This design comes from an exercise in tuning for small area, a short achievable clock period and few clock cycles on the open sky130 flow, not from production work.
Where RTL was checked, it was by simulation tests only, not by an equivalence proof against the original.
For runs 1 and 2, only the layout was checked, not whether the RTL still works.
Power and IR drop assume default switching activity.

<file path="flow/run.sh">
#!/bin/bash
# synth_recipe.tcl (not shown) runs the flow's synth.tcl, then flattens the netlist and writes it again
# the make line also repeats each setting of config.mk as NAME=value (left out here)
make -C /OpenROAD-flow-scripts/flow DESIGN_CONFIG=/design/flow/config.mk WORK_HOME=/design/flow/orfs CLKGATE_MAP_FILE= SYNTH_SCRIPT=/design/flow/synth_recipe.tcl finish
</file>
<file path="flow/config.mk">
export PLATFORM = sky130hd
export DESIGN_NAME = crpe
export DESIGN_NICKNAME = crpe
export VERILOG_FILES = /design/flow/design.v
export SDC_FILE = /design/flow/constraint.sdc
export NUM_CORES = 4
export LEC_CHECK = 0
export CAP_MARGIN = 20
export CELL_PAD_IN_SITES_DETAIL_PLACEMENT = 0
export CELL_PAD_IN_SITES_GLOBAL_PLACEMENT = 1
export CORE_MARGIN = 2
export CORE_UTILIZATION = 40
export GPL_ROUTABILITY_DRIVEN = 1
export GPL_TIMING_DRIVEN = 1
export PLACE_DENSITY = 0.55
export SLEW_MARGIN = 20
</file>
<file path="flow/constraint.sdc">
create_clock -name core_clock -period 12.0 [get_ports {clk}]
set_input_delay 2.4000 -clock core_clock [delete_from_list [all_inputs] [get_ports {clk}]]
set_output_delay 2.4000 -clock core_clock [all_outputs]
set_load 0.01 [all_outputs]
</file>
<file path="flow/design.v">
module crpe (
    input  wire         clk,
    input  wire         rst_n,
    input  wire         wr_en,
    input  wire [1:0]   wr_sel,
    input  wire [4:0]   wr_addr,
    input  wire [7:0]   wr_data,
    input  wire         cmd_valid,
    input  wire [3:0]   cmd_op,
    input  wire         cfg_ns3,
    input  wire [1:0]   cfg_porder,
    input  wire [7:0]   cfg_rounds,
    input  wire [5:0]   cfg_len,
    input  wire [4:0]   cfg_klen,
    input  wire [4:0]   cfg_slen,
    input  wire [4:0]   cfg_s2len,
    output reg          busy,
    output reg          done,
    output reg          err,
    output reg  [2:0]   ecode,
    output reg  [3:0]   kpos,
    output reg  [3:0]   spos,
    output reg  [3:0]   s2pos,
    output reg          swdir,
    output reg          cdir,
    output wire [255:0] data_out
);
    localparam OP_NOP     = 4'd0;
    localparam OP_ENC     = 4'd1;
    localparam OP_DEC     = 4'd2;
    localparam OP_PBYTEF  = 4'd3;
    localparam OP_PBYTEB  = 4'd4;
    localparam OP_PBITF   = 4'd5;
    localparam OP_PBITB   = 4'd6;
    localparam OP_RECBYTE = 4'd7;
    localparam OP_RECBIT  = 4'd8;
    localparam ST_IDLE  = 3'd0;
    localparam ST_DEC   = 3'd1;    
    localparam ST_PREP  = 3'd2;    
    localparam ST_START = 3'd3;    
    localparam ST_RUN   = 3'd4;    
    localparam ST_DRAIN = 3'd5;    
    reg [255:0] data_r;
    reg [7:0]   key_r   [0:15];
    reg [7:0]   salt_r  [0:15];
    reg [7:0]   salt2_r [0:15];
    assign data_out = data_r;
    reg [2:0]   st;
    reg [3:0]   op_r;
    reg         ns3_r;
    reg [1:0]   porder_r;
    reg [7:0]   rounds_r;     
    reg [5:0]   len_r;
    reg [4:0]   klen_r;
    reg [4:0]   slen_r;
    reg [4:0]   s2len_r;
    wire multi_r  = (op_r == OP_ENC) || (op_r == OP_DEC);
    wire back_r   = (op_r == OP_DEC)   || (op_r == OP_PBYTEB) ||
                    (op_r == OP_PBITB) || (op_r == OP_RECBYTE) ||
                    (op_r == OP_RECBIT);
    wire rec_r    = (op_r == OP_RECBYTE) || (op_r == OP_RECBIT);
    wire onebit_r = (op_r == OP_PBITF) || (op_r == OP_PBITB) ||
                    (op_r == OP_RECBIT);
    wire e_ill    = (op_r > OP_RECBIT);
    wire e_key    = (klen_r == 5'd0) || (slen_r == 5'd0) ||
                    (ns3_r && s2len_r == 5'd0);
    wire e_neg    = multi_r && rounds_r[7];
    wire e_por    = multi_r && (porder_r == 2'd3);
    wire e_len    = (len_r > 6'd32) || (klen_r > 5'd16) ||
                    (slen_r > 5'd16) || (ns3_r && s2len_r > 5'd16);
    reg [2:0] dec_ecode;
    always @(*) begin
        if (e_ill)      dec_ecode = 3'd1;
        else if (e_key) dec_ecode = 3'd2;
        else if (e_neg) dec_ecode = 3'd3;
        else if (e_por) dec_ecode = 3'd4;
        else if (e_len) dec_ecode = 3'd5;
        else            dec_ecode = 3'd0;
    end
    reg [1:0]   pidx;
    reg [7:0]   ai;           
    reg         pfirst;       
    reg [2:0]   pc;           
    reg [3:0]   kst_byte, sst_byte, s2st_byte;
    reg [3:0]   kst_bit,  sst_bit,  s2st_bit;
    reg [3:0]   rk, rs, rs2;
    wire [1:0] npass_m1 = (porder_r == 2'd2) ? 2'd2 : 2'd1;
    function seq_layer(input [1:0] porder, input [1:0] p);
        seq_layer = (porder == 2'd1) ? (p == 2'd0) : (p == 2'd1);
    endfunction
    wire       cur_bit   = multi_r ? seq_layer(porder_r, pidx) : onebit_r;
    wire [4:0] lm1       = len_r[4:0] - 5'd1;           
    wire [7:0] nm1       = cur_bit ? {lm1, 3'b111} : {3'b000, lm1};
    wire       last_el   = back_r ? (ai == 8'd0) : (ai == nm1);
    wire       last_pass = back_r ? (pidx == 2'd0) : (pidx == npass_m1);
    wire       cmd_last  = last_el && (!multi_r || (last_pass && rounds_r == 8'd0));
    wire [1:0] nx_pidx   = !last_pass ? (back_r ? pidx - 2'd1 : pidx + 2'd1)
                                      : (back_r ? npass_m1 : 2'd0);
    wire [3:0] kpos_nx  = back_r ? ((kpos == 4'd0) ? klen_r[3:0] - 4'd1 : kpos - 4'd1)
                                 : ((kpos == klen_r[3:0] - 4'd1) ? 4'd0 : kpos + 4'd1);
    wire [3:0] spos_nx  = back_r ? ((spos == 4'd0) ? slen_r[3:0] - 4'd1 : spos - 4'd1)
                                 : ((spos == slen_r[3:0] - 4'd1) ? 4'd0 : spos + 4'd1);
    wire [3:0] s2pos_nx = back_r ? ((s2pos == 4'd0) ? s2len_r[3:0] - 4'd1 : s2pos - 4'd1)
                                 : ((s2pos == s2len_r[3:0] - 4'd1) ? 4'd0 : s2pos + 4'd1);
    function [3:0] cstep(input [3:0] r, input b, input [4:0] len);
        reg [4:0] x;
        begin
            x = {r, b};
            cstep = (x >= len) ? (x - len) : x[3:0];
        end
    endfunction
    reg  [7:0] pseq;
    wire       pb = pseq[7];
    wire [3:0] rk_n  = cstep(rk,  pb, klen_r);
    wire [3:0] rs_n  = cstep(rs,  pb, slen_r);
    wire [3:0] rs2_n = cstep(rs2, pb, s2len_r);
    wire       pi_bit = (st == ST_RUN) ? seq_layer(porder_r, nx_pidx) : cur_bit;
    wire [3:0] pi_k   = !back_r ? 4'd0 : (pi_bit ? kst_bit  : kst_byte);
    wire [3:0] pi_s   = !back_r ? 4'd0 : (pi_bit ? sst_bit  : sst_byte);
    wire [3:0] pi_s2  = !back_r ? 4'd0 : (pi_bit ? s2st_bit : s2st_byte);
    wire [7:0] pi_i   = !back_r ? 8'd0 : (pi_bit ? {lm1, 3'b111} : {3'b000, lm1});
    wire       pi_sw  = back_r && (pi_bit || ~len_r[0]);
    always @(posedge clk) begin
        if (!busy) begin
            op_r     <= cmd_op;
            ns3_r    <= cfg_ns3;
            porder_r <= cfg_porder;
            rounds_r <= cfg_rounds;
            len_r    <= cfg_len;
            klen_r   <= cfg_klen;
            slen_r   <= cfg_slen;
            s2len_r  <= cfg_s2len;
        end else if (st == ST_RUN && last_el && last_pass) begin
            rounds_r <= rounds_r - 8'd1;
        end
    end
    wire       pipe_busy;
    wire       dv;
    reg        wq_en;
    reg [1:0]  wq_sel;
    reg [3:0]  wq_addr;
    reg [7:0]  wq_data;
    always @(posedge clk) begin
        wq_en   <= rst_n && !busy && wr_en && (wr_sel != 2'd0) && !wr_addr[4];
        wq_sel  <= wr_sel;
        wq_addr <= wr_addr[3:0];
        wq_data <= wr_data;
        if (wq_en && wq_sel == 2'd1) key_r[wq_addr]   <= wq_data;
        if (wq_en && wq_sel == 2'd2) salt_r[wq_addr]  <= wq_data;
        if (wq_en && wq_sel == 2'd3) salt2_r[wq_addr] <= wq_data;
    end
    always @(posedge clk) begin
        if (!rst_n) begin
            st     <= ST_IDLE;
            busy   <= 1'b0;
            done   <= 1'b0;
            err    <= 1'b0;
            ecode  <= 3'd0;
            kpos   <= 4'd0;
            spos   <= 4'd0;
            s2pos  <= 4'd0;
            swdir  <= 1'b0;
            cdir   <= 1'b0;
        end else begin
            done <= 1'b0;
            case (st)
            ST_IDLE: begin
                if (cmd_valid) begin
                    busy <= 1'b1;
                    st   <= ST_DEC;
                end
            end
            ST_DEC: begin
                pidx <= (op_r == OP_DEC) ? npass_m1 : 2'd0;
                pc   <= 3'd0;
                pseq <= {lm1, 3'b111};
                rk   <= 4'd0;
                rs   <= 4'd0;
                rs2  <= 4'd0;
                if (op_r == OP_NOP) begin
                    busy <= 1'b0;
                    done <= 1'b1;
                    st   <= ST_IDLE;
                end else if (dec_ecode != 3'd0) begin
                    busy  <= 1'b0;
                    done  <= 1'b1;
                    err   <= 1'b1;
                    ecode <= dec_ecode;
                    st    <= ST_IDLE;
                end else begin
                    err   <= 1'b0;
                    ecode <= 3'd0;
                    cdir  <= back_r;
                    if (len_r == 6'd0) begin
                        busy <= 1'b0;
                        done <= 1'b1;
                        st   <= ST_IDLE;
                        if (!back_r) begin
                            kpos  <= 4'd0;
                            spos  <= 4'd0;
                            if (ns3_r) s2pos <= 4'd0;
                            swdir <= 1'b0;
                        end else begin
                            kpos  <= klen_r[3:0] - 4'd1;
                            spos  <= slen_r[3:0] - 4'd1;
                            if (ns3_r) s2pos <= s2len_r[3:0] - 4'd1;
                            swdir <= 1'b1;
                        end
                    end else if (back_r) begin
                        st <= ST_PREP;
                    end else begin
                        st     <= ST_RUN;
                        kpos   <= 4'd0;
                        spos   <= 4'd0;
                        if (ns3_r) s2pos <= 4'd0;
                        ai     <= 8'd0;
                        swdir  <= 1'b0;
                        pfirst <= 1'b1;
                    end
                end
            end
            ST_PREP: begin
                pc  <= pc + 3'd1;
                pseq <= {pseq[6:0], 1'b0};
                rk  <= rk_n;
                rs  <= rs_n;
                rs2 <= rs2_n;
                if (pc == 3'd4) begin
                    kst_byte  <= rk_n;
                    sst_byte  <= rs_n;
                    s2st_byte <= rs2_n;
                end
                if (pc == 3'd7) begin
                    kst_bit  <= rk_n;
                    sst_bit  <= rs_n;
                    s2st_bit <= rs2_n;
                    st <= ST_START;
                end
            end
            ST_START: begin
                kpos  <= pi_k;
                spos  <= pi_s;
                if (ns3_r) s2pos <= pi_s2;
                swdir <= pi_sw;
                ai    <= pi_i;
                pfirst <= 1'b1;
                if (rec_r) begin
                    busy  <= 1'b0;
                    done  <= 1'b1;
                    st    <= ST_IDLE;
                end else begin
                    st    <= ST_RUN;
                end
            end
            ST_RUN: begin
                pfirst <= 1'b0;
                if (cmd_last) begin
                    kpos  <= kpos_nx;
                    spos  <= spos_nx;
                    if (ns3_r) s2pos <= s2pos_nx;
                    swdir <= ~swdir;
                    st    <= ST_DRAIN;
                end else if (last_el) begin
                    pidx   <= nx_pidx;
                    kpos   <= pi_k;
                    spos   <= pi_s;
                    if (ns3_r) s2pos <= pi_s2;
                    ai     <= pi_i;
                    swdir  <= pi_sw;
                    pfirst <= 1'b1;
                end else begin
                    kpos  <= kpos_nx;
                    spos  <= spos_nx;
                    if (ns3_r) s2pos <= s2pos_nx;
                    swdir <= ~swdir;
                    ai    <= back_r ? ai - 8'd1 : ai + 8'd1;
                end
            end
            ST_DRAIN: begin
                if (dv && !pipe_busy) begin
                    busy <= 1'b0;
                    done <= 1'b1;
                    st   <= ST_IDLE;
                end
            end
            default: st <= ST_IDLE;
            endcase
        end
    end
    function [4:0] hstep(input [4:0] r, input b, input [5:0] len);
        reg [6:0] d;
        begin
            d = {1'b0, r, b} - {1'b0, len};
            hstep = d[6] ? {r[3:0], b} : d[4:0];
        end
    endfunction
    function [4:0] h4step(input [4:0] r, input [1:0] b, input [5:0] len, input [6:0] len3);
        reg [6:0] x;
        reg [7:0] d1, d2, d3;
        begin
            x  = {r, b};
            d1 = {1'b0, x} - {2'b00, len};
            d2 = {1'b0, x} - {1'b0, len, 1'b0};
            d3 = {1'b0, x} - {1'b0, len3};
            if (!d3[7])      h4step = d3[4:0];
            else if (!d2[7]) h4step = d2[4:0];
            else if (!d1[7]) h4step = d1[4:0];
            else             h4step = x[4:0];
        end
    endfunction
    reg [6:0] len3_r;
    always @(posedge clk)
        if (st == ST_DEC) len3_r <= {1'b0, len_r} + {len_r, 1'b0};
    reg        v1, bit1, first1;
    reg [7:0]  kb1, sb1, s2b1;
    always @(posedge clk) begin
        if (!rst_n) v1 <= 1'b0;
        else        v1 <= (st == ST_RUN);
        bit1   <= cur_bit;
        first1 <= pfirst;
        kb1    <= key_r[kpos];
        sb1    <= salt_r[spos];
        s2b1   <= ns3_r ? salt2_r[s2pos] : 8'd1;
    end
    reg        v2, bit2, first2;
    reg [7:0]  s2b2;
    reg [15:0] p2;
    always @(posedge clk) begin
        if (!rst_n) v2 <= 1'b0;
        else        v2 <= v1;
        bit2   <= bit1;
        first2 <= first1;
        s2b2   <= s2b1;
        p2     <= kb1 * sb1;
    end
    reg        v3, bit3, first3;
    reg [19:0] pl3, ph3;
    always @(posedge clk) begin
        if (!rst_n) v3 <= 1'b0;
        else        v3 <= v2;
        bit3   <= bit2;
        first3 <= first2;
        pl3    <= p2 * s2b2[3:0];
        ph3    <= p2 * s2b2[7:4];
    end
    wire [23:0] off_c = {4'd0, pl3} + {ph3, 4'd0};
    reg        v4, bit4, first4;
    reg [4:0]  r4;
    reg [21:0] x4;
    reg [7:0] hr4_c;
    always @(*) begin
        hr4_c = 8'd0;
        hr4_c = {3'd0, hstep(hr4_c[4:0], off_c[23], len_r)};
        hr4_c = {3'd0, hstep(hr4_c[4:0], off_c[22], len_r)};
    end
    always @(posedge clk) begin
        if (!rst_n) v4 <= 1'b0;
        else        v4 <= v3;
        bit4   <= bit3;
        first4 <= first3;
        r4     <= hr4_c[4:0];
        x4     <= off_c[21:0];
    end
    reg        v5, bit5, first5;
    reg [4:0]  r5;
    reg [19:0] x5;
    reg [7:0] hr5_c;
    always @(*) begin
        hr5_c = {3'd0, r4};
        hr5_c = {3'd0, hstep(hr5_c[4:0], x4[21], len_r)};
        hr5_c = {3'd0, hstep(hr5_c[4:0], x4[20], len_r)};
    end
    always @(posedge clk) begin
        if (!rst_n) v5 <= 1'b0;
        else        v5 <= v4;
        bit5   <= bit4;
        first5 <= first4;
        r5     <= hr5_c[4:0];
        x5     <= x4[19:0];
    end
    reg        v6, bit6, first6;
    reg [4:0]  r6;
    reg [17:0] x6;
    reg [7:0] hr6_c;
    always @(*) begin
        hr6_c = {3'd0, r5};
        hr6_c = {3'd0, hstep(hr6_c[4:0], x5[19], len_r)};
        hr6_c = {3'd0, hstep(hr6_c[4:0], x5[18], len_r)};
    end
    always @(posedge clk) begin
        if (!rst_n) v6 <= 1'b0;
        else        v6 <= v5;
        bit6   <= bit5;
        first6 <= first5;
        r6     <= hr6_c[4:0];
        x6     <= x5[17:0];
    end
    reg        v7, bit7, first7;
    reg [4:0]  r7;
    reg [15:0] x7;
    reg [7:0] hr7_c;
    always @(*) begin
        hr7_c = {3'd0, r6};
        hr7_c = {3'd0, hstep(hr7_c[4:0], x6[17], len_r)};
        hr7_c = {3'd0, hstep(hr7_c[4:0], x6[16], len_r)};
    end
    always @(posedge clk) begin
        if (!rst_n) v7 <= 1'b0;
        else        v7 <= v6;
        bit7   <= bit6;
        first7 <= first6;
        r7     <= hr7_c[4:0];
        x7     <= x6[15:0];
    end
    reg        v8, bit8, first8;
    reg [4:0]  r8;
    reg [13:0] x8;
    reg [7:0] hr8_c;
    always @(*) begin
        hr8_c = {3'd0, r7};
        hr8_c = {3'd0, hstep(hr8_c[4:0], x7[15], len_r)};
        hr8_c = {3'd0, hstep(hr8_c[4:0], x7[14], len_r)};
    end
    always @(posedge clk) begin
        if (!rst_n) v8 <= 1'b0;
        else        v8 <= v7;
        bit8   <= bit7;
        first8 <= first7;
        r8     <= hr8_c[4:0];
        x8     <= x7[13:0];
    end
    reg        v9, bit9, first9;
    reg [4:0]  r9;
    reg [11:0] x9;
    reg [7:0] hr9_c;
    always @(*) begin
        hr9_c = {3'd0, r8};
        hr9_c = {3'd0, hstep(hr9_c[4:0], x8[13], len_r)};
        hr9_c = {3'd0, hstep(hr9_c[4:0], x8[12], len_r)};
    end
    always @(posedge clk) begin
        if (!rst_n) v9 <= 1'b0;
        else        v9 <= v8;
        bit9   <= bit8;
        first9 <= first8;
        r9     <= hr9_c[4:0];
        x9     <= x8[11:0];
    end
    reg        v10, bit10, first10;
    reg [4:0]  r10;
    reg [9:0] x10;
    reg [7:0] hr10_c;
    always @(*) begin
        hr10_c = {3'd0, r9};
        hr10_c = {3'd0, hstep(hr10_c[4:0], x9[11], len_r)};
        hr10_c = {3'd0, hstep(hr10_c[4:0], x9[10], len_r)};
    end
    always @(posedge clk) begin
        if (!rst_n) v10 <= 1'b0;
        else        v10 <= v9;
        bit10   <= bit9;
        first10 <= first9;
        r10     <= hr10_c[4:0];
        x10     <= x9[9:0];
    end
    reg        v11, bit11, first11;
    reg [4:0]  r11;
    reg [7:0] x11;
    reg [7:0] hr11_c;
    always @(*) begin
        hr11_c = {3'd0, r10};
        hr11_c = {3'd0, hstep(hr11_c[4:0], x10[9], len_r)};
        hr11_c = {3'd0, hstep(hr11_c[4:0], x10[8], len_r)};
    end
    always @(posedge clk) begin
        if (!rst_n) v11 <= 1'b0;
        else        v11 <= v10;
        bit11   <= bit10;
        first11 <= first10;
        r11     <= hr11_c[4:0];
        x11     <= x10[7:0];
    end
    reg        v12, bit12, first12;
    reg [4:0]  r12;
    reg [5:0] x12;
    reg [7:0] hr12_c;
    always @(*) begin
        hr12_c = {3'd0, r11};
        hr12_c = {3'd0, hstep(hr12_c[4:0], x11[7], len_r)};
        hr12_c = {3'd0, hstep(hr12_c[4:0], x11[6], len_r)};
    end
    always @(posedge clk) begin
        if (!rst_n) v12 <= 1'b0;
        else        v12 <= v11;
        bit12   <= bit11;
        first12 <= first11;
        r12     <= hr12_c[4:0];
        x12     <= x11[5:0];
    end
    reg        v13, bit13, first13;
    reg [4:0]  r13;
    reg [3:0] x13;
    reg [7:0] hr13_c;
    always @(*) begin
        hr13_c = {3'd0, r12};
        hr13_c = {3'd0, hstep(hr13_c[4:0], x12[5], len_r)};
        hr13_c = {3'd0, hstep(hr13_c[4:0], x12[4], len_r)};
    end
    always @(posedge clk) begin
        if (!rst_n) v13 <= 1'b0;
        else        v13 <= v12;
        bit13   <= bit12;
        first13 <= first12;
        r13     <= hr13_c[4:0];
        x13     <= x12[3:0];
    end
    reg        v14, bit14, first14;
    reg [5:0]  r14;
    reg [1:0] x14;
    reg [7:0] hr14_c;
    always @(*) begin
        hr14_c = {3'd0, r13};
        hr14_c = {3'd0, hstep(hr14_c[4:0], x13[3], len_r)};
        hr14_c = bit13 ? {hr14_c[6:0], x13[2]} : {3'd0, hstep(hr14_c[4:0], x13[2], len_r)};
    end
    always @(posedge clk) begin
        if (!rst_n) v14 <= 1'b0;
        else        v14 <= v13;
        bit14   <= bit13;
        first14 <= first13;
        r14     <= hr14_c[5:0];
        x14     <= x13[1:0];
    end
    reg        v15, bit15, first15;
    reg [7:0]  r15;
    reg [7:0] hr15_c;
    always @(*) begin
        hr15_c = {2'd0, r14};
        hr15_c = bit14 ? {hr15_c[6:0], x14[1]} : {3'd0, hstep(hr15_c[4:0], x14[1], len_r)};
        hr15_c = bit14 ? {hr15_c[6:0], x14[0]} : {3'd0, hstep(hr15_c[4:0], x14[0], len_r)};
    end
    always @(posedge clk) begin
        if (!rst_n) v15 <= 1'b0;
        else        v15 <= v14;
        bit15   <= bit14;
        first15 <= first14;
        r15     <= hr15_c[7:0];
    end
    reg [7:0] ic;
    wire [7:0] ic_start = !back_r ? 8'd0 : (bit14 ? {lm1, 3'b111} : {3'b000, lm1});
    always @(posedge clk) begin
        if (v14)
            ic <= first14 ? ic_start : (back_r ? ic - 8'd1 : ic + 8'd1);
    end
    wire [7:0] m_c   = r15;
    wire [8:0] n_c   = bit15 ? {len_r, 3'b000} : {3'b000, len_r};
    wire [8:0] up_s  = {1'b0, ic} + {1'b0, m_c};
    wire [8:0] up_t  = (up_s >= n_c) ? up_s - n_c : up_s;
    wire [8:0] dn_t  = (ic >= m_c) ? {1'b0, ic} - {1'b0, m_c}
                                   : {1'b0, ic} + n_c - {1'b0, m_c};
    wire [7:0] t_c   = ic[0] ? up_t[7:0] : dn_t[7:0];
    wire       eq_c  = (m_c == 8'd0);
    reg         dv_r, dbit, deq;
    reg [7:0]   di_r, dt_r;      
    always @(posedge clk) begin
        if (!rst_n) dv_r <= 1'b0;
        else        dv_r <= v15;
        dbit  <= bit15;
        deq   <= eq_c;
        di_r  <= bit15 ? ic  : {ic[4:0], 3'b000};
        dt_r  <= bit15 ? t_c : {t_c[4:0], 3'b000};
    end
    assign pipe_busy = v1 || v2 || v3 || v4 || v5 || v6 || v7 || v8 || v9 || v10 || v11 || v12 || v13 || v14 || v15 || v15 || dv_r;
    reg         wv, wbit;
    reg [7:0]   wi, wt, wvt, wvi;
    assign dv = wv;
    wire [7:0] mask_t = wbit ? (8'd1 << wt[2:0]) : 8'hff;
    wire [7:0] mask_i = wbit ? (8'd1 << wi[2:0]) : 8'hff;
    function [7:0] rdfw(input [255:0] d, input [7:0] adr, input isbit,
                        input wv, input [7:0] wt, input [7:0] wi,
                        input [7:0] mt, input [7:0] mi,
                        input [7:0] vt, input [7:0] vi);
        reg [7:0] by;
        integer l;
        begin
            by = d[{adr[7:3], 3'b000} +: 8];
            for (l = 0; l < 8; l = l + 1) begin
                if (wv && adr[7:3] == wt[7:3] && mt[l])      by[l] = vt[l];
                else if (wv && adr[7:3] == wi[7:3] && mi[l]) by[l] = vi[l];
            end
            rdfw = isbit ? {8{by[adr[2:0]]}} : by;
        end
    endfunction
    wire [7:0] xi = rdfw(data_r, di_r, dbit, wv, wt, wi, mask_t, mask_i, wvt, wvi);
    wire [7:0] xt = rdfw(data_r, dt_r, dbit, wv, wt, wi, mask_t, mask_i, wvt, wvi);
    wire [7:0] vt = !dbit ? xi : (!back_r ? ~xi : (deq ? ~xt : xi));
    wire [7:0] vi = !dbit ? xt : ( back_r ? ~xt : (deq ? ~xi : xt));
    always @(posedge clk) begin
        if (!rst_n) wv <= 1'b0;
        else        wv <= dv_r;
        wbit <= dbit;
        wi   <= di_r;
        wt   <= dt_r;
        wvt  <= vt;
        wvi  <= vi;
    end
    wire host_data = !busy && wr_en && (wr_sel == 2'd0);
    genvar gq, gb;
    generate
        for (gq = 0; gq < 32; gq = gq + 1) begin : g_byte
            wire hsel = host_data && (wr_addr == gq);
            wire tq   = wv && (wt[7:3] == gq);
            wire iq   = wv && (wi[7:3] == gq);
            for (gb = 0; gb < 8; gb = gb + 1) begin : g_bit
                wire ts = tq && (!wbit || wt[2:0] == gb);
                wire is = iq && (!wbit || wi[2:0] == gb);
                always @(posedge clk) begin
                    if (hsel)
                        data_r[gq*8+gb] <= wr_data[gb];
                    else if (ts)
                        data_r[gq*8+gb] <= wvt[gb];
                    else if (is)
                        data_r[gq*8+gb] <= wvi[gb];
                end
            end
        end
    endgenerate
endmodule
</file>
==> summary.txt, run 1 <==
Outcome
The flow ran to the end and the layout has no timing, DRC or antenna violations.

Clock tree
The number of gates resized after CTS was 0. The latest clock arrival within the worst-skew pair is 0.82 ns. The clock-pin slew on the worst setup and hold paths is 0.06 ns. The buffer cell driving the clock tree root is sky130_fd_sc_hd__clkbuf_16. TritonCTS built the clock tree. The count of hold-fix buffers inserted at cts is 0.

The longest clock path from root to sink contains 3 buffers. The maximum level of the CTS H-tree is 4. The number of buffers added by the clock tree synthesis step is 138. The number of buffers inserted to repair setup after CTS is 0.

The count of clock tree sinks is 1161.

Cells and area
The library cells used most frequently in the layout, excluding fill and tap cells, are 755 x sky130_fd_sc_hd__nor2_1, 742 x sky130_fd_sc_hd__edfxtp_1, 435 x sky130_fd_sc_hd__a21oi_1, 403 x sky130_fd_sc_hd__dfxtp_1, 358 x sky130_fd_sc_hd__mux2i_1. Of the cells placed in the final design, the portion with a size suffix greater than 1 is 0.103. The filler cells instantiated in the layout total 15400. The relative area change from synthesis to final layout is 14.6%.

The utilization after layout is 0.462. The footprint of the multi-input gates is 34000 um2. The most common cell after layout, fill and taps aside is sky130_fd_sc_hd__nor2_1. Registers take 30700 um2. At the end of the flow, the number of nets in the layout was 6779.

Logic synthesis
Synthesis produced a netlist whose cell count is 6167. The number of synthesis warnings is 1. The synthesized-area fraction occupied by adder cells is 0.0980. In this run the mean area of a mapped cell was 10.9 um2. The simple logic cell fraction of the synthesized area is 0.115. The most used flip-flop cell after synthesis is sky130_fd_sc_hd__edfxtp_1.

After synthesis, the netlist uses 91 different library cells. The sequential element share of the synthesized area is 0.455. By area, the combinational part of the netlist is dominated by multiplexers. The largest total area in the synthesized netlist belongs to sky130_fd_sc_hd__edfxtp_1.

The synthesized design contains 1161 register bits. The share of the synthesized area in compound gates (AO/OA/AOI/OAI) was 0.125. The post-synthesis mux area share is 0.135. After synthesis, the cell types taking the most area are sky130_fd_sc_hd__edfxtp_1 33%, sky130_fd_sc_hd__dfxtp_1 12%, sky130_fd_sc_hd__mux4_2 6.9%.

The share of synthesized area in the top cell type comes to 0.330. Of the total synthesized cell area, the portion taken by XOR and XNOR cells is 0.0286. The synthesized area is 67400 um2. The number of enable-type register cells in the synthesized netlist is ~740. The fraction of registers with async set/reset is 0.

Floorplanning
The number of top-level pins is 331. The floorplan core area is 167000 um2. The die span in y is roughly 410 um. The total die area is 172000 um2. The floorplan has 150 rows. The die boundary width is a little over 400 um. The initial core utilization is 0.403.

Setup path
The worst setup path startpoint is pl3[5]. The reg-to-reg endpoint is r4[4]. The logic depth of the worst register-to-register path is 20. Along the worst path, the maximum fanout reaches 9. The worst reg-to-reg setup slack is 6.47 ns. The startpoint identified for the worst register-to-register timing path is pl3[5].

STA classifies the critical path endpoint as a register. STA classifies the critical path startpoint as a register. The signal on the critical path passes through ha_1, a21o_1, a21oi_1, o21ai_0, a2111oi_0, o21ai_0, a31oi_1, o31ai_1, xnor2_1, ha_1, inv_1, ha_1, nand3_1, mux2i_1, fa_1, a21o_1, a21oi_1, o21bai_1, a21oi_1, mux2_2. The maximum cell stage delay along the critical path is 0.60 ns.

For the worst setup path, the data required time is 12.68 ns. Following the worst setup path forward leads to its endpoint at r4[4]. Among all stages on the critical path, the largest delay is contributed by sky130_fd_sc_hd__a2111oi_0.

For the worst setup path, the data arrival time is 6.21 ns. The worst setup path is of the register to register kind.

Drt
The detailed router finished its first iteration with 5547 violations. The total length of routed wires is between 200 and 300 mm. The DRC violation count after routing is 0. The first detailed-routing pass took 6 iterations. In the final routed layout, each cell accounts on average for 29.9 um. The post-detailed-route via-to-cell ratio is 5.94. The detailed router placed 51100 vias in this run.

The number of nets with antenna violations after detailed routing is 0.

Placement
In this run the tool buffered the top-level ports with 330 buffer cells. The weighted congestion reported at the end of routability-driven placement is 0.981. The half-perimeter wire length after detailed placement is 176 mm.

Global route
Entering global routing, the biggest net connects 69 pins. The number of global-route vias before repair is 49100. The number of antenna violations at the first check in global routing is 8. The first global-routing pass estimated 366 mm of wire. Global routing finished with a remaining overflow of 0. The overall fraction of global-route tracks in use is 0.293.

Timing
Setup repair after global routing left no endpoint under its margin. Headroom to the max-slew limit came out at 0.172. Setup violations remaining at the end of the flow were counted as 0.

The transition time of the tightest slew-check pin is ~1.2 ns. Across the routed clock network, the largest skew measured is roughly 0.053 ns. The number of max-slew violations in the final report is 0.

The final-layout setup total negative slack is 0 ns. The share of the clock period used by the worst path is 0.461. The worst path needs 5.53 ns of the cycle, external delays included. The final-report hold violation count is 0. The maximum frequency from static timing analysis is ~180 MHz.

Min path
The class of the tightest hold or removal check is register to register.

Power
The leakage power summed over all cells is 29.1 nW. The worst ir drop on vdd is 0.207 mV. The power density over the cells is 222 nW/um2.

Flow run
The number of max-cap violations is 0.
[metal layers]
metal / vias to the layer above / part of all wire / track usage / routed length (um)
met3: 597 / 0.078 / 0.0568 / 20200
met1: 25400 / 0.41 / 0.385 / 105000
met2: 2271 / 0.46 / 0.467 / 118000
li1: 22800 / - / - / -
met4: 4 / 0.054 / 0.137 / 13800
met5: - / 0.000093 / 0 / 24
[stage by stage]
step	total power, W	cells	worst slack [ns]	instance area [um2]	hold slack [ns]
floorplan	0.0106	6168	7.11	67400	0.310
global placement	0.0128	8339	6.44	72500	0.310
detailed placement	0.0128	8339	6.39	72500	0.312
CTS	0.0172	8595	6.36	77300	0.310
global route	0.0182	8595	5.97	77300	0.315
finish	0.0171	8598	6.47	77300	0.310
[worst min-delay path by stage]
stage	to	cells after the start	startpoint
6_report	x6[4]	0	x5[4]
4_1_cts	x6[4]	0	x5[4]
2_1_floorplan	bit10	0	bit9
3_5_place_dp	bit5	0	bit4
5_1_grt	x6[4]	0	x5[4]
3_3_place_gp	x9[7]	0	x8[7]
[flip-flops by register name (all words and copies together) (netlist names), 10 cells and up]
signal	flops
data_r	256
key_r	128
p2	16
ph3	20
pl3	20
salt2_r	128
salt_r	128
x10	10
x4	22
x5	20
x6	18
x7	16
x8	14
x9	12
[cell type report]
class | count | area share
Antenna cell | 3 | 0.0000972
Inverter | 307 | 0.0149
Sequential cell | 1161 | 0.397
Multi-Input combinational cell | 4252 | 0.440
Tap cell | 2204 | 0.0357
Clock inverter | 78 | 0.0131
Clock buffer | 178 | 0.0487
Timing Repair Buffer | 415 | 0.0505
[report_power, final]
group          switching [W]  internal (W)
Clock                0.00187       0.00249
Sequential          0.000555       0.00496
Combinational        0.00429       0.00297
[cell usage after synthesis (91+ instances only)]
cell type                  count
sky130_fd_sc_hd__and2_1      190
sky130_fd_sc_hd__inv_1       304
sky130_fd_sc_hd__mux4_2      208
sky130_fd_sc_hd__a21o_1       91
sky130_fd_sc_hd__dfxtp_1     419
sky130_fd_sc_hd__a21oi_1     442
sky130_fd_sc_hd__nor2_1      756
sky130_fd_sc_hd__ha_1        318
sky130_fd_sc_hd__clkbuf_1    352
sky130_fd_sc_hd__nand2_1     334
sky130_fd_sc_hd__fa_1        131
sky130_fd_sc_hd__xnor2_1     152
sky130_fd_sc_hd__o21ai_0     165
sky130_fd_sc_hd__mux2i_1     358
sky130_fd_sc_hd__o221ai_1    261
sky130_fd_sc_hd__edfxtp_1    742
[cell families after synthesis]
logic type                 count (synthesis)
DFF                                     1161
AOI/OAI and AO/OA                       1259
xor gates and xnor gates                 217
other                                      1
adders and majority gates                450
muxes                                    640
and+or+nand+nor                         1684
buffers and inverters                    755
[worst max-delay path, delay by kind of cell, from the launching register on]
kind / cells / cell delay, ns
compound gates: 11 / 2.95
simple gates: 1 / 0.20
flops: 1 / 0.32
mux: 2 / 0.56
xor+xnor: 1 / 0.25
buf+inv: 1 / 0.05
fa+ha+maj: 4 / 1.09
==> run 2: changes to the inputs <==
==> flow/config.mk (replaced) <==
export PLATFORM = sky130hd
export DESIGN_NAME = crpe
export DESIGN_NICKNAME = crpe
export VERILOG_FILES = /design/flow/design.v
export SDC_FILE = /design/flow/constraint.sdc
export NUM_CORES = 4
export LEC_CHECK = 0
export CAP_MARGIN = 20
export CELL_PAD_IN_SITES_DETAIL_PLACEMENT = 4
export CELL_PAD_IN_SITES_GLOBAL_PLACEMENT = 4
export CORE_MARGIN = 2
export CORE_UTILIZATION = 20
export GPL_ROUTABILITY_DRIVEN = 1
export PLACE_DENSITY = 0.35
export SLEW_MARGIN = 20
==> summary.txt, run 2 <==
Outcome
The flow ran to the end and the layout has no timing, DRC or antenna violations.

Drt
The DRC violation count after routing is 0 (unchanged). The average detailed-routed wire length per instance is 34.0 um (+14%). The number of optimization iterations in the first detailed-route pass is 5 (-1). The vias after detailed routing is 53300 (+4.4%). The total length of routed wires is 374 mm (+45%). The number of nets with antenna violations after detailed routing was 0 (unchanged). The violation count after the first detailed-route iteration came to 2917 (-47%).

The post-detailed-route via-to-cell ratio was 4.85 (-18%).

Setup path
The kind of cell with the highest combined delay along the critical path is compound AO/OA/AOI/OAI gates. Walking the worst path, the cells encountered are ha_1, a21o_1, a21oi_1, o21ai_0, a2111oi_0, o21ai_0, a31oi_1, o31ai_1, xnor2_1, ha_1, inv_1, ha_1, nand3_1, mux2i_1, fa_1, a21o_1, a21oi_1, o21bai_1, a21oi_1, mux2_2. The critical path data required time is 12.71 ns (+0.03 ns).

The worst setup path is launched from a register. The critical path buffer and inverter count came to 1 (unchanged). The setup path with the least slack is of type register to register. The worst setup path is captured at a register.

The arrival time of data at the critical path endpoint is 6.63 ns (+0.42 ns). The library cell contributing the largest single delay on the critical path is sky130_fd_sc_hd__a21oi_1. The maximum cell stage delay along the critical path is 0.66 ns (+0.06 ns). The highest fanout seen on the critical path was 9 (unchanged).

Global route
The number of antenna violations at the first check in global routing came to 48 (+40). The overall fraction of global-route tracks in use is 0.215 (-0.0780). The global route total overflow is 0 (unchanged).

The wire length of the first global-routing pass is 515 mm (+41%). The pin count of the biggest net entering global routing is 49 (-29%). The number of global-route vias before repair was 59800 (+22%).

Cells and area
Leaving out fill and tap cells, the most frequent cell in the layout is sky130_fd_sc_hd__nor2_1. In the layout the commonest cells are 752 x sky130_fd_sc_hd__nor2_1, 742 x sky130_fd_sc_hd__edfxtp_1, 435 x sky130_fd_sc_hd__a21oi_1, 382 x sky130_fd_sc_hd__dfxtp_1, 358 x sky130_fd_sc_hd__mux2i_1. The fraction of layout cells with a size suffix above 1 is 0.116 (+0.0129). The register name with the most flops is data_r.

The final instance count without filler cells is 11000 (+28%). The relative area change from synthesis to final layout is 20.5%. The utilization after layout is 0.242 (-0.220). The number of flip-flops under the largest register name is 256 (unchanged). The net count reported at finish is 6828 (+0.72%).

Logic synthesis
The number of enable-type register cells in the synthesized netlist is 742 (unchanged). The synthesized-area fraction occupied by adder cells was 0.0980 (unchanged). The fraction of synthesized cell area in xor and xnor cells is 0.0286 (unchanged).

The simple logic cell fraction of the synthesized area is 0.115 (unchanged). The post-synthesis mux area share came to 0.135 (unchanged). The sequential element share of the synthesized area is 0.455 (unchanged). The area share of the leading cell type in the synthesized netlist is 0.330 (unchanged). The dominant combinational cell family by area after synthesis is multiplexers. The number of distinct standard cells referenced by the synthesized netlist is 91 (unchanged).

The share of the synthesized area in compound gates (AO/OA/AOI/OAI) is 0.125 (unchanged). The fraction of registers with async set/reset is 0 (unchanged). The flip-flop and latch count after synthesis is 1161 (unchanged).

By area the synthesized netlist is led by sky130_fd_sc_hd__edfxtp_1 33%, sky130_fd_sc_hd__dfxtp_1 12%, sky130_fd_sc_hd__mux4_2 6.9%. The post-synthesis cell count is 6167 (unchanged). The biggest area contributor in the post-synthesis netlist is sky130_fd_sc_hd__edfxtp_1.

The mean cell area of the mapped netlist was 10.9 um2 (unchanged). The most used flip-flop cell after synthesis is sky130_fd_sc_hd__edfxtp_1. Sorting the synthesized cells by how often they occur yields 756 x sky130_fd_sc_hd__nor2_1, 742 x sky130_fd_sc_hd__edfxtp_1, 442 x sky130_fd_sc_hd__a21oi_1. The number of synthesis warnings came to 1 (unchanged). The synthesized area was 67400 um2 (unchanged).

By instance count, the leading cell after synthesis is sky130_fd_sc_hd__nor2_1.

Power
The worst ir drop on vdd is 0.122 mV (-41%). The leakage power summed over all cells is 29.6 nW (+1.9%). The power density over the cells is 232 nW/um2 (+4.4%).

Floorplanning
The die boundary width is 585 um (+41%). The total die area was 342000 um2 (+99%). The initial core utilization was 0.201 (-0.203).

The die span in y is 585 um (+41%). The floorplan core area is 336000 um2 (+100%). The number of top-level pins was 331 (unchanged). The number of placement rows is 213 (+42%).

Clock tree
The clock-pin slew on the worst setup and hold paths is 0.06 ns (about the same). TritonCTS built the clock tree. The count of hold-fix buffers inserted at cts came to 0 (unchanged). The number of buffers inserted to repair setup after CTS is 0 (unchanged). The buffer cell driving the clock tree root is sky130_fd_sc_hd__clkbuf_16. The number of buffers added by the clock tree synthesis step is 167 (+21%). The number of gates given a new drive strength after cts is 0 (unchanged).

The count of clock tree sinks is 1161 (unchanged). The largest buffer count on any clock path came to 4 (+1). The latest clock arrival within the worst-skew pair was 0.88 ns (+0.06 ns). The maximum level of the CTS H-tree was 4 (unchanged).

Timing
The final critical-path setup slack is 6.08 ns (-0.397 ns). The number of failing setup endpoints in the final timing report is 0 (unchanged). Setup repair after global routing left no endpoint under its margin. The post-layout minimum cycle time is 5.92 ns (+0.397 ns).

The transition time of the tightest slew-check pin is 1.23 ns (-0.000272 ns). The clock tree skew after final layout is 0.0813 ns (+0.0278 ns). The number of max-slew violations in the final report is 0 (unchanged). The post-route worst hold slack is 0.301 ns (-0.00975 ns). The final-report hold violation count is 0 (unchanged). The share of the clock period used by the worst path was 0.494 (+0.0331). The worst slew slack as a fraction of its limit was 0.176 (+0.00347). The maximum frequency from static timing analysis came to 169 MHz (-6.7%). The final-layout setup total negative slack was 0 ns (unchanged).

Placement
The half-perimeter wire length after detailed placement was 263 mm (+49%). The worst setup slack after placement is 5.92 ns (-0.478 ns). The count of buffers inserted at the top-level ports came to 330 (unchanged).

The total instance count after detailed placement came to 10700 (+28%). The weighted congestion reported at the end of routability-driven placement was 0.804 (-18%).

Flow run
The number of max-cap violations came to 0 (unchanged).

Min path
The class of the tightest hold or removal check is register to register.
==> run 2: worst paths after layout <==
kind         endpoint  slack [ns]  cells past startpoint  startpoint
max             r4[4]        6.08                     20      pl3[5]
min           s2b2[0]        0.30                      0     s2b1[0]
max reg2reg     r4[4]        6.08                     20      pl3[5]
min reg2reg   s2b2[0]        0.30                      0     s2b1[0]
==> run 2: area by class of cell <==
cell class	count	area [um2]
inverter	307	1150
timing repair buffer	435	4090
clock inverter	78	828
fill	34800	255000
sequential	1161	30800
clock buffer	222	4710
antenna	20	50.0
tap	4515	5650
multi-input combinational	4252	34000
==> run 2: logic make-up (layout without fill, tap and decap cells) <==
| family | Yosys count | count (layout) |
|---|---|---|
| buffers and inverters | 755 | 1042 |
| adders and majority gates | 450 | 450 |
| DFF | 1161 | 1161 |
| muxes | 640 | 640 |
| other | 1 | 22 |
| AOI/OAI and AO/OA | 1259 | 1259 |
| and+or+nand+nor | 1684 | 1684 |
| xor gates and xnor gates | 217 | 217 |
==> run 2: report_power, final <==
part           switching [W]  internal, W
clock                0.00212      0.00305
sequential          0.000947      0.00498
combinational        0.00469      0.00303
==> run 2: routing by layer <==
| metal | up-vias | track usage | share of wire |
|---|---|---|---|
| li1 | 22900 | - | - |
| met1 | 28900 | 0.284 | 0.45 |
| met2 | 1038 | 0.365 | 0.48 |
| met3 | 453 | 0.0225 | 0.033 |
| met4 | 2 | 0.0703 | 0.037 |
| met5 | - | 0 | 0.000035 |
==> run 2: per-stage QoR <==
step / power [W] / instance area [um2]
after detailed placement: 0.0140 / 75700
after floorplan: 0.0106 / 67400
after global placement: 0.0138 / 75600
after global routing: 0.0202 / 81200
after CTS: 0.0194 / 81200
final: 0.0188 / 81300
==> run 2: worst register-to-register path: cells and delay by family, from the launching register on <==
kind | cells | cell delay [ns]
AO/OA/AOI/OAI | 11 | 3.24
adder cells (fa/ha/maj) | 4 | 1.09
AND/OR/NAND/NOR | 1 | 0.19
multiplexers | 2 | 0.65
buffers and inverters | 1 | 0.08
flip-flops | 1 | 0.32
XOR/XNOR | 1 | 0.19
==> run 3: changes to the inputs <==
--- a/flow/design.v
+++ b/flow/design.v
@@ -91,7 +91,12 @@
     wire       cur_bit   = multi_r ? seq_layer(porder_r, pidx) : onebit_r;
     wire [4:0] lm1       = len_r[4:0] - 5'd1;           
     wire [7:0] nm1       = cur_bit ? {lm1, 3'b111} : {3'b000, lm1};
-    wire       last_el   = back_r ? (ai == 8'd0) : (ai == nm1);
+    reg        lastq;         
+    wire       last_el   = lastq;
+    wire [7:0] nm2       = cur_bit ? {lm1, 3'b110} : ({3'b000, lm1} - 8'd1);
+    wire       lastq_nx  = back_r ? (ai == 8'd1) : (ai == nm2);
+    wire       len_one   = (len_r == 6'd1);
+    wire       first_bit = multi_r ? seq_layer(porder_r, (op_r == OP_DEC) ? npass_m1 : 2'd0) : onebit_r;
     wire       last_pass = back_r ? (pidx == 2'd0) : (pidx == npass_m1);
     wire       cmd_last  = last_el && (!multi_r || (last_pass && rounds_r == 8'd0));
     wire [1:0] nx_pidx   = !last_pass ? (back_r ? pidx - 2'd1 : pidx + 2'd1)
@@ -216,6 +221,7 @@
                         ai     <= 8'd0;
                         swdir  <= 1'b0;
                         pfirst <= 1'b1;
+                        lastq  <= !first_bit && len_one;
                     end
                 end
             end
@@ -244,6 +250,7 @@
                 swdir <= pi_sw;
                 ai    <= pi_i;
                 pfirst <= 1'b1;
+                lastq <= !pi_bit && len_one;
                 if (rec_r) begin
                     busy  <= 1'b0;
                     done  <= 1'b1;
@@ -268,12 +275,14 @@
                     ai     <= pi_i;
                     swdir  <= pi_sw;
                     pfirst <= 1'b1;
+                    lastq  <= !pi_bit && len_one;
                 end else begin
                     kpos  <= kpos_nx;
                     spos  <= spos_nx;
                     if (ns3_r) s2pos <= s2pos_nx;
                     swdir <= ~swdir;
                     ai    <= back_r ? ai - 8'd1 : ai + 8'd1;
+                    lastq <= lastq_nx;
                 end
             end
             ST_DRAIN: begin
@@ -346,12 +355,11 @@
     wire [23:0] off_c = {4'd0, pl3} + {ph3, 4'd0};
     reg        v4, bit4, first4;
     reg [4:0]  r4;
-    reg [21:0] x4;
+    reg [22:0] x4;
     reg [7:0] hr4_c;
     always @(*) begin
         hr4_c = 8'd0;
         hr4_c = {3'd0, hstep(hr4_c[4:0], off_c[23], len_r)};
-        hr4_c = {3'd0, hstep(hr4_c[4:0], off_c[22], len_r)};
     end
     always @(posedge clk) begin
         if (!rst_n) v4 <= 1'b0;
@@ -359,16 +367,16 @@
         bit4   <= bit3;
         first4 <= first3;
         r4     <= hr4_c[4:0];
-        x4     <= off_c[21:0];
+        x4     <= off_c[22:0];
     end
     reg        v5, bit5, first5;
     reg [4:0]  r5;
-    reg [19:0] x5;
+    reg [20:0] x5;
     reg [7:0] hr5_c;
     always @(*) begin
         hr5_c = {3'd0, r4};
+        hr5_c = {3'd0, hstep(hr5_c[4:0], x4[22], len_r)};
         hr5_c = {3'd0, hstep(hr5_c[4:0], x4[21], len_r)};
-        hr5_c = {3'd0, hstep(hr5_c[4:0], x4[20], len_r)};
     end
     always @(posedge clk) begin
         if (!rst_n) v5 <= 1'b0;
@@ -376,16 +384,16 @@
         bit5   <= bit4;
         first5 <= first4;
         r5     <= hr5_c[4:0];
-        x5     <= x4[19:0];
+        x5     <= x4[20:0];
     end
     reg        v6, bit6, first6;
     reg [4:0]  r6;
-    reg [17:0] x6;
+    reg [18:0] x6;
     reg [7:0] hr6_c;
     always @(*) begin
         hr6_c = {3'd0, r5};
+        hr6_c = {3'd0, hstep(hr6_c[4:0], x5[20], len_r)};
         hr6_c = {3'd0, hstep(hr6_c[4:0], x5[19], len_r)};
-        hr6_c = {3'd0, hstep(hr6_c[4:0], x5[18], len_r)};
     end
     always @(posedge clk) begin
         if (!rst_n) v6 <= 1'b0;
@@ -393,16 +401,16 @@
         bit6   <= bit5;
         first6 <= first5;
         r6     <= hr6_c[4:0];
-        x6     <= x5[17:0];
+        x6     <= x5[18:0];
     end
     reg        v7, bit7, first7;
     reg [4:0]  r7;
-    reg [15:0] x7;
+    reg [16:0] x7;
     reg [7:0] hr7_c;
     always @(*) begin
         hr7_c = {3'd0, r6};
+        hr7_c = {3'd0, hstep(hr7_c[4:0], x6[18], len_r)};
         hr7_c = {3'd0, hstep(hr7_c[4:0], x6[17], len_r)};
-        hr7_c = {3'd0, hstep(hr7_c[4:0], x6[16], len_r)};
     end
     always @(posedge clk) begin
         if (!rst_n) v7 <= 1'b0;
@@ -410,16 +418,16 @@
         bit7   <= bit6;
         first7 <= first6;
         r7     <= hr7_c[4:0];
-        x7     <= x6[15:0];
+        x7     <= x6[16:0];
     end
     reg        v8, bit8, first8;
     reg [4:0]  r8;
-    reg [13:0] x8;
+    reg [14:0] x8;
     reg [7:0] hr8_c;
     always @(*) begin
         hr8_c = {3'd0, r7};
+        hr8_c = {3'd0, hstep(hr8_c[4:0], x7[16], len_r)};
         hr8_c = {3'd0, hstep(hr8_c[4:0], x7[15], len_r)};
-        hr8_c = {3'd0, hstep(hr8_c[4:0], x7[14], len_r)};
     end
     always @(posedge clk) begin
         if (!rst_n) v8 <= 1'b0;
@@ -427,16 +435,16 @@
         bit8   <= bit7;
         first8 <= first7;
         r8     <= hr8_c[4:0];
-        x8     <= x7[13:0];
+        x8     <= x7[14:0];
     end
     reg        v9, bit9, first9;
     reg [4:0]  r9;
-    reg [11:0] x9;
+    reg [12:0] x9;
     reg [7:0] hr9_c;
     always @(*) begin
         hr9_c = {3'd0, r8};
+        hr9_c = {3'd0, hstep(hr9_c[4:0], x8[14], len_r)};
         hr9_c = {3'd0, hstep(hr9_c[4:0], x8[13], len_r)};
-        hr9_c = {3'd0, hstep(hr9_c[4:0], x8[12], len_r)};
     end
     always @(posedge clk) begin
         if (!rst_n) v9 <= 1'b0;
@@ -444,16 +452,16 @@
         bit9   <= bit8;
         first9 <= first8;
         r9     <= hr9_c[4:0];
-        x9     <= x8[11:0];
+        x9     <= x8[12:0];
     end
     reg        v10, bit10, first10;
     reg [4:0]  r10;
-    reg [9:0] x10;
+    reg [10:0] x10;
     reg [7:0] hr10_c;
     always @(*) begin
         hr10_c = {3'd0, r9};
+        hr10_c = {3'd0, hstep(hr10_c[4:0], x9[12], len_r)};
         hr10_c = {3'd0, hstep(hr10_c[4:0], x9[11], len_r)};
-        hr10_c = {3'd0, hstep(hr10_c[4:0], x9[10], len_r)};
     end
     always @(posedge clk) begin
         if (!rst_n) v10 <= 1'b0;
@@ -461,16 +469,16 @@
         bit10   <= bit9;
         first10 <= first9;
         r10     <= hr10_c[4:0];
-        x10     <= x9[9:0];
+        x10     <= x9[10:0];
     end
     reg        v11, bit11, first11;
     reg [4:0]  r11;
-    reg [7:0] x11;
+    reg [8:0] x11;
     reg [7:0] hr11_c;
     always @(*) begin
         hr11_c = {3'd0, r10};
+        hr11_c = {3'd0, hstep(hr11_c[4:0], x10[10], len_r)};
         hr11_c = {3'd0, hstep(hr11_c[4:0], x10[9], len_r)};
-        hr11_c = {3'd0, hstep(hr11_c[4:0], x10[8], len_r)};
     end
     always @(posedge clk) begin
         if (!rst_n) v11 <= 1'b0;
@@ -478,16 +486,16 @@
         bit11   <= bit10;
         first11 <= first10;
         r11     <= hr11_c[4:0];
-        x11     <= x10[7:0];
+        x11     <= x10[8:0];
     end
     reg        v12, bit12, first12;
     reg [4:0]  r12;
-    reg [5:0] x12;
+    reg [6:0] x12;
     reg [7:0] hr12_c;
     always @(*) begin
         hr12_c = {3'd0, r11};
+        hr12_c = {3'd0, hstep(hr12_c[4:0], x11[8], len_r)};
         hr12_c = {3'd0, hstep(hr12_c[4:0], x11[7], len_r)};
-        hr12_c = {3'd0, hstep(hr12_c[4:0], x11[6], len_r)};
     end
     always @(posedge clk) begin
         if (!rst_n) v12 <= 1'b0;
@@ -495,16 +503,16 @@
         bit12   <= bit11;
         first12 <= first11;
         r12     <= hr12_c[4:0];
-        x12     <= x11[5:0];
+        x12     <= x11[6:0];
     end
     reg        v13, bit13, first13;
     reg [4:0]  r13;
-    reg [3:0] x13;
+    reg [4:0] x13;
     reg [7:0] hr13_c;
     always @(*) begin
         hr13_c = {3'd0, r12};
+        hr13_c = {3'd0, hstep(hr13_c[4:0], x12[6], len_r)};
         hr13_c = {3'd0, hstep(hr13_c[4:0], x12[5], len_r)};
-        hr13_c = {3'd0, hstep(hr13_c[4:0], x12[4], len_r)};
     end
     always @(posedge clk) begin
         if (!rst_n) v13 <= 1'b0;
@@ -512,48 +520,64 @@
         bit13   <= bit12;
         first13 <= first12;
         r13     <= hr13_c[4:0];
-        x13     <= x12[3:0];
+        x13     <= x12[4:0];
     end
     reg        v14, bit14, first14;
-    reg [5:0]  r14;
-    reg [1:0] x14;
+    reg [4:0]  r14;
+    reg [2:0] x14;
     reg [7:0] hr14_c;
     always @(*) begin
         hr14_c = {3'd0, r13};
+        hr14_c = {3'd0, hstep(hr14_c[4:0], x13[4], len_r)};
         hr14_c = {3'd0, hstep(hr14_c[4:0], x13[3], len_r)};
-        hr14_c = bit13 ? {hr14_c[6:0], x13[2]} : {3'd0, hstep(hr14_c[4:0], x13[2], len_r)};
     end
     always @(posedge clk) begin
         if (!rst_n) v14 <= 1'b0;
         else        v14 <= v13;
         bit14   <= bit13;
         first14 <= first13;
-        r14     <= hr14_c[5:0];
-        x14     <= x13[1:0];
+        r14     <= hr14_c[4:0];
+        x14     <= x13[2:0];
     end
     reg        v15, bit15, first15;
-    reg [7:0]  r15;
+    reg [6:0]  r15;
+    reg [0:0] x15;
     reg [7:0] hr15_c;
     always @(*) begin
-        hr15_c = {2'd0, r14};
+        hr15_c = {3'd0, r14};
+        hr15_c = bit14 ? {hr15_c[6:0], x14[2]} : {3'd0, hstep(hr15_c[4:0], x14[2], len_r)};
         hr15_c = bit14 ? {hr15_c[6:0], x14[1]} : {3'd0, hstep(hr15_c[4:0], x14[1], len_r)};
-        hr15_c = bit14 ? {hr15_c[6:0], x14[0]} : {3'd0, hstep(hr15_c[4:0], x14[0], len_r)};
     end
     always @(posedge clk) begin
         if (!rst_n) v15 <= 1'b0;
         else        v15 <= v14;
         bit15   <= bit14;
         first15 <= first14;
-        r15     <= hr15_c[7:0];
+        r15     <= hr15_c[6:0];
+        x15     <= x14[0:0];
+    end
+    reg        v16, bit16, first16;
+    reg [7:0]  r16;
+    reg [7:0] hr16_c;
+    always @(*) begin
+        hr16_c = {1'd0, r15};
+        hr16_c = bit15 ? {hr16_c[6:0], x15[0]} : {3'd0, hstep(hr16_c[4:0], x15[0], len_r)};
+    end
+    always @(posedge clk) begin
+        if (!rst_n) v16 <= 1'b0;
+        else        v16 <= v15;
+        bit16   <= bit15;
+        first16 <= first15;
+        r16     <= hr16_c[7:0];
     end
     reg [7:0] ic;
-    wire [7:0] ic_start = !back_r ? 8'd0 : (bit14 ? {lm1, 3'b111} : {3'b000, lm1});
+    wire [7:0] ic_start = !back_r ? 8'd0 : (bit15 ? {lm1, 3'b111} : {3'b000, lm1});
     always @(posedge clk) begin
-        if (v14)
-            ic <= first14 ? ic_start : (back_r ? ic - 8'd1 : ic + 8'd1);
+        if (v15)
+            ic <= first15 ? ic_start : (back_r ? ic - 8'd1 : ic + 8'd1);
     end
-    wire [7:0] m_c   = r15;
-    wire [8:0] n_c   = bit15 ? {len_r, 3'b000} : {3'b000, len_r};
+    wire [7:0] m_c   = r16;
+    wire [8:0] n_c   = bit16 ? {len_r, 3'b000} : {3'b000, len_r};
     wire [8:0] up_s  = {1'b0, ic} + {1'b0, m_c};
     wire [8:0] up_t  = (up_s >= n_c) ? up_s - n_c : up_s;
     wire [8:0] dn_t  = (ic >= m_c) ? {1'b0, ic} - {1'b0, m_c}
@@ -564,13 +588,13 @@
     reg [7:0]   di_r, dt_r;      
     always @(posedge clk) begin
         if (!rst_n) dv_r <= 1'b0;
-        else        dv_r <= v15;
-        dbit  <= bit15;
+        else        dv_r <= v16;
+        dbit  <= bit16;
         deq   <= eq_c;
-        di_r  <= bit15 ? ic  : {ic[4:0], 3'b000};
-        dt_r  <= bit15 ? t_c : {t_c[4:0], 3'b000};
+        di_r  <= bit16 ? ic  : {ic[4:0], 3'b000};
+        dt_r  <= bit16 ? t_c : {t_c[4:0], 3'b000};
     end
-    assign pipe_busy = v1 || v2 || v3 || v4 || v5 || v6 || v7 || v8 || v9 || v10 || v11 || v12 || v13 || v14 || v15 || v15 || dv_r;
+    assign pipe_busy = v1 || v2 || v3 || v4 || v5 || v6 || v7 || v8 || v9 || v10 || v11 || v12 || v13 || v14 || v15 || v16 || v16 || dv_r;
     reg         wv, wbit;
     reg [7:0]   wi, wt, wvt, wvi;
     assign dv = wv;
==> flow/config.mk (replaced) <==
export PLATFORM = sky130hd
export DESIGN_NAME = crpe
export DESIGN_NICKNAME = crpe
export VERILOG_FILES = /design/flow/design.v
export SDC_FILE = /design/flow/constraint.sdc
export NUM_CORES = 4
export LEC_CHECK = 0
export CAP_MARGIN = 20
export CELL_PAD_IN_SITES_DETAIL_PLACEMENT = 0
export CELL_PAD_IN_SITES_GLOBAL_PLACEMENT = 1
export CORE_MARGIN = 2
export CORE_UTILIZATION = 40
export GPL_ROUTABILITY_DRIVEN = 1
export GPL_TIMING_DRIVEN = 1
export PLACE_DENSITY = 0.55
export SLEW_MARGIN = 20
==> summary.txt, run 3 <==
Logic synthesis
The mean cell area of the mapped netlist is 10.9 um2 (about the same). Ranked by instance count, the synthesized netlist is headed by 780 x sky130_fd_sc_hd__nor2_1, 743 x sky130_fd_sc_hd__edfxtp_1, 466 x sky130_fd_sc_hd__a21oi_1. The cell with the most instances after synthesis is sky130_fd_sc_hd__nor2_1.

Yosys attributes the largest share of cell area to sky130_fd_sc_hd__edfxtp_1 33%, sky130_fd_sc_hd__dfxtp_1 13%, sky130_fd_sc_hd__mux4_2 7.3%. The number of distinct standard cells referenced by the synthesized netlist was 83 (-8.8%). Among all flip-flop cells after synthesis, the most frequent one is sky130_fd_sc_hd__edfxtp_1.

The flip-flop and latch count after synthesis came to 1183 (+1.9%). The area share of the leading cell type in the synthesized netlist is 0.330 (-0.000534). The synthesized area was 67600 um2 (+0.30%).

The number of synthesis warnings is 1 (unchanged). The post-synthesis cell count came to 6190 (+0.37%). sky130_fd_sc_hd__edfxtp_1 takes more of the synthesized area than any other cell. The sequential element share of the synthesized area is 0.460 (+0.00531). The fraction of registers with async set/reset was 0 (unchanged). The number of enable-type register cells in the synthesized netlist is 743 (+0.13%).

Cells and area
The utilization after layout came to 0.464 (+0.222). The number of flip-flops under the largest register name is 256 (unchanged). The relative area change from synthesis to final layout is 14.9%.

The library cell used most frequently in the layout, excluding fill and tap cells, is sky130_fd_sc_hd__nor2_1. The net count reported at finish was 6808 (-0.29%). Leaving out fill and tap cells, the most frequent cells in the layout are 778 x sky130_fd_sc_hd__nor2_1, 743 x sky130_fd_sc_hd__edfxtp_1, 458 x sky130_fd_sc_hd__a21oi_1, 425 x sky130_fd_sc_hd__dfxtp_1, 381 x sky130_fd_sc_hd__mux2i_1.

The register name with the most flops is data_r. The fraction of layout cells with a size suffix above 1 is 0.105 (-0.0117).

Power
The power density over the cells is 218 nW/um2 (-6.0%). The leakage power summed over all cells is 29.3 nW (-1.2%). The worst ir drop on vdd is 0.141 mV (+16%).

Drt
The violation count after the first detailed-route iteration is 5383 (+85%). The average detailed-routed wire length per instance is 29.2 um (-14%). The DRC violation count after routing came to 0 (unchanged). The number of optimization iterations in the first detailed-route pass is 7 (+2). The vias after detailed routing is 51000 (-4.3%). The number of nets with antenna violations after detailed routing is 0 (unchanged). The post-detailed-route via-to-cell ratio came to 5.90 (+22%). The total length of routed wires is 252 mm (-32%).

Setup path
The highest fanout seen on the critical path was 32 (+23). The critical path data required time is 12.71 ns (about the same). The reg-to-reg endpoint is wvi[5]. STA classifies the critical path startpoint as a register. In this run the worst setup path begins at dt_r[4]. The critical path ends at wvi[5]. The logic depth of the worst register-to-register path was 11 (-45%). The classification of the worst setup path is register to register. The worst register-to-register path begins at dt_r[4].

The arrival time of data at the critical path endpoint is 6.10 ns (-0.53 ns). The worst reg-to-reg setup slack is 6.61 ns (+0.53 ns). STA classifies the critical path endpoint as a register.

Timing
The clock tree skew after final layout was 0.0396 ns (-0.0417 ns). The transition time of the tightest slew-check pin is 1.17 ns (-0.0615 ns). The final-layout setup total negative slack is 0 ns (unchanged). The maximum frequency from static timing analysis is 186 MHz (+9.9%). The number of max-slew violations in the final report is 0 (unchanged). The share of the clock period used by the worst path came to 0.449 (-0.0445). The worst slew slack as a fraction of its limit was 0.218 (+0.0424). The number of failing setup endpoints in the final timing report is 0 (unchanged).

The post-layout minimum cycle time came to 5.39 ns (-0.534 ns). The final-report hold violation count came to 0 (unchanged). Setup repair after global routing left no endpoint under its margin.

Clock tree
The root buffer cell chosen for the clock tree is sky130_fd_sc_hd__clkbuf_16. The count of hold-fix buffers inserted at cts is 0 (unchanged). The count of clock tree sinks was 1183 (+1.9%). The number of gates given a new drive strength after cts is 0 (unchanged). The latest clock arrival within the worst-skew pair was 0.82 ns (-0.06 ns). The maximum level of the CTS H-tree is 4 (unchanged). The number of buffers inserted to repair setup after CTS is 0 (unchanged). The number of buffers added by the clock tree synthesis step came to 140 (-16%). The largest buffer count on any clock path was 3 (-1). The clock-pin slew on the worst setup and hold paths is 0.06 ns (about the same). The CTS tree is built.

Global route
The number of antenna violations at the first check in global routing came to 11 (-77%). The overall fraction of global-route tracks in use was 0.287 (+0.0715). The pin count of the biggest net entering global routing was 69 (+41%). The wire length of the first global-routing pass is 361 mm (-30%).

The number of global-route vias before repair is 49000 (-18%). The global route total overflow was 0 (unchanged).

Placement
The count of buffers inserted at the top-level ports came to 330 (unchanged). The weighted congestion reported at the end of routability-driven placement is 0.973 (+21%). The half-perimeter wire length after detailed placement is 171 mm (-35%).

Floorplanning
The initial core utilization is 0.404 (+0.203). The total die area is 172000 um2 (-50%). The floorplan core area is 168000 um2 (-50%). The number of top-level pins was 331 (unchanged). The number of placement rows is 150 (-30%). The die span in y was 415 um (-29%).

The die boundary width is 415 um (-29%).

Min path
The worst hold path belongs to the class register to register. The startpoint of the lowest-slack hold path is pl3[3].

Outcome
The flow ran to the end and the layout has no timing, DRC or antenna violations.

Flow run
The number of max-cap violations is 0 (unchanged).
run 3: cell count changes after synthesis, sizes merged, moves of 17 or more:
cell,before,now
a211oi,38,17
a21oi,442,466
and2,192,159
dfxtp,419,440
mux2,74,45
mux2i,358,381
nand2,334,377
nor2,756,780
o22ai,36,19
run 3: kinds of logic after synthesis:
kind of cell,Yosys count,share of synthesized area
AO/OA/AOI/OAI,1215,0.119
XOR/XNOR,229,0.0297
adder cells (fa/ha/maj),443,0.0962
buffers and inverters,757,0.0433
flip-flops,1183,0.460
multiplexers,644,0.136
other,1,0.0000554
AND/OR/NAND/NOR,1718,0.115
run 3: worst max-delay path, cell delays in order (launching register included):
cell,delay [ns]
sky130_fd_sc_hd__dfxtp_4,0.70
sky130_fd_sc_hd__buf_4,0.63
sky130_fd_sc_hd__buf_4,0.55
sky130_fd_sc_hd__mux4_2,0.61
sky130_fd_sc_hd__a22o_1,0.23
sky130_fd_sc_hd__a211oi_1,0.53
sky130_fd_sc_hd__o2111a_1,0.31
sky130_fd_sc_hd__nor3_1,0.07
sky130_fd_sc_hd__or2_2,0.29
sky130_fd_sc_hd__a221o_1,0.38
sky130_fd_sc_hd__o311ai_2,0.69
sky130_fd_sc_hd__a21boi_1,0.24
run 3: where the power goes:
group / leakage, nW / total (W) / internal (W) / switching (W)
registers: 10.4 / 0.00552 / 0.00505 / 0.000469
logic: 16.6 / 0.00696 / 0.00283 / 0.00413
clock network: 2.32 / 0.00442 / 0.00254 / 0.00189
total: 29.3 / 0.0169 / 0.0104 / 0.00649
run 3: area by class of cell:
cell class	instances	area, um2
fill	15500	89900
timing repair buffer	433	4050
sequential	1183	31200
clock inverter	77	937
multi-input combinational	4251	33800
antenna	8	20.0
tap	2204	2760
clock buffer	184	3850
inverter	303	1140
run 3: worst min path at each step:
| stage | slack (ns) | cells after the start | end |
|---|---|---|---|
| final | 0.31 | 0 | x4[3] |
| after floorplan | 0.31 | 0 | bit10 |
| after global placement | 0.31 | 0 | x8[5] |
| after CTS | 0.30 | 0 | x4[3] |
| after global routing | 0.30 | 0 | x4[3] |
| after detailed placement | 0.31 | 0 | bit2 |
run 3: metrics by stage:
step | instance area, um2 | cells | setup slack [ns] | power [W] | hold WS, ns
2_1_floorplan | 67600 | 6191 | 7.20 | 0.0104 | 0.310
3_3_place_gp | 72900 | 8372 | 6.21 | 0.0124 | 0.310
3_5_place_dp | 72900 | 8372 | 6.18 | 0.0125 | 0.312
4_1_cts | 77700 | 8633 | 6.68 | 0.0170 | 0.302
5_1_grt | 77700 | 8635 | 6.56 | 0.0179 | 0.305
6_report | 77700 | 8643 | 6.61 | 0.0169 | 0.310
run 3: per-layer routing:
layer,wire (um),track usage
met1,107000,0.386
met2,114000,0.446
met3,19700,0.0591
met4,11500,0.124
met5,52,0
Testbench counts of run 3, summed over its fixed seeds: cycles 85,493.

separate check: timing with driven ports:
The flow's constraints put no driver on any port. The routed layouts listed below were extracted and timed again, unchanged, in two steps.
Step 1 (the two cells are an assumption about what drives the block):
set clk [get_ports {clk}]
set_driving_cell -lib_cell sky130_fd_sc_hd__clkbuf_16 $clk
set_driving_cell -lib_cell sky130_fd_sc_hd__buf_2 [delete_from_list [all_inputs] $clk]
Step 2 times the ports against the registers' clock, not the clock port: input delays grow and output delays shrink by t, the midpoint of the rising clock arrivals with the driver on.
Slacks: no drivers / after step 1 / after step 2; pairs: no drivers / after step 1.
| run | t, ns | setup slack, ns | hold slack, ns | worst register clock-pin slew, ns | cell pins on the clock port's net |
|---|---|---|---|---|---|
| run 1 | 0.882 | 6.472 / 6.472 / 6.277 | 0.310 / 0.310 / 0.310 | 0.07 / 0.07 | 1 |
| run 2 | 0.945 | 6.075 / 6.075 / 5.908 | 0.301 / 0.301 / 0.301 | 0.07 / 0.07 | 1 |
| run 3 | 0.874 | 6.610 / 6.610 / 6.023 | 0.310 / 0.310 / 0.310 | 0.07 / 0.07 | 1 |
After both steps every run listed still meets setup and hold. The setup slack of run 3, which loses most, moves by 0.000 ns with the drivers and by -0.587 ns with both steps.
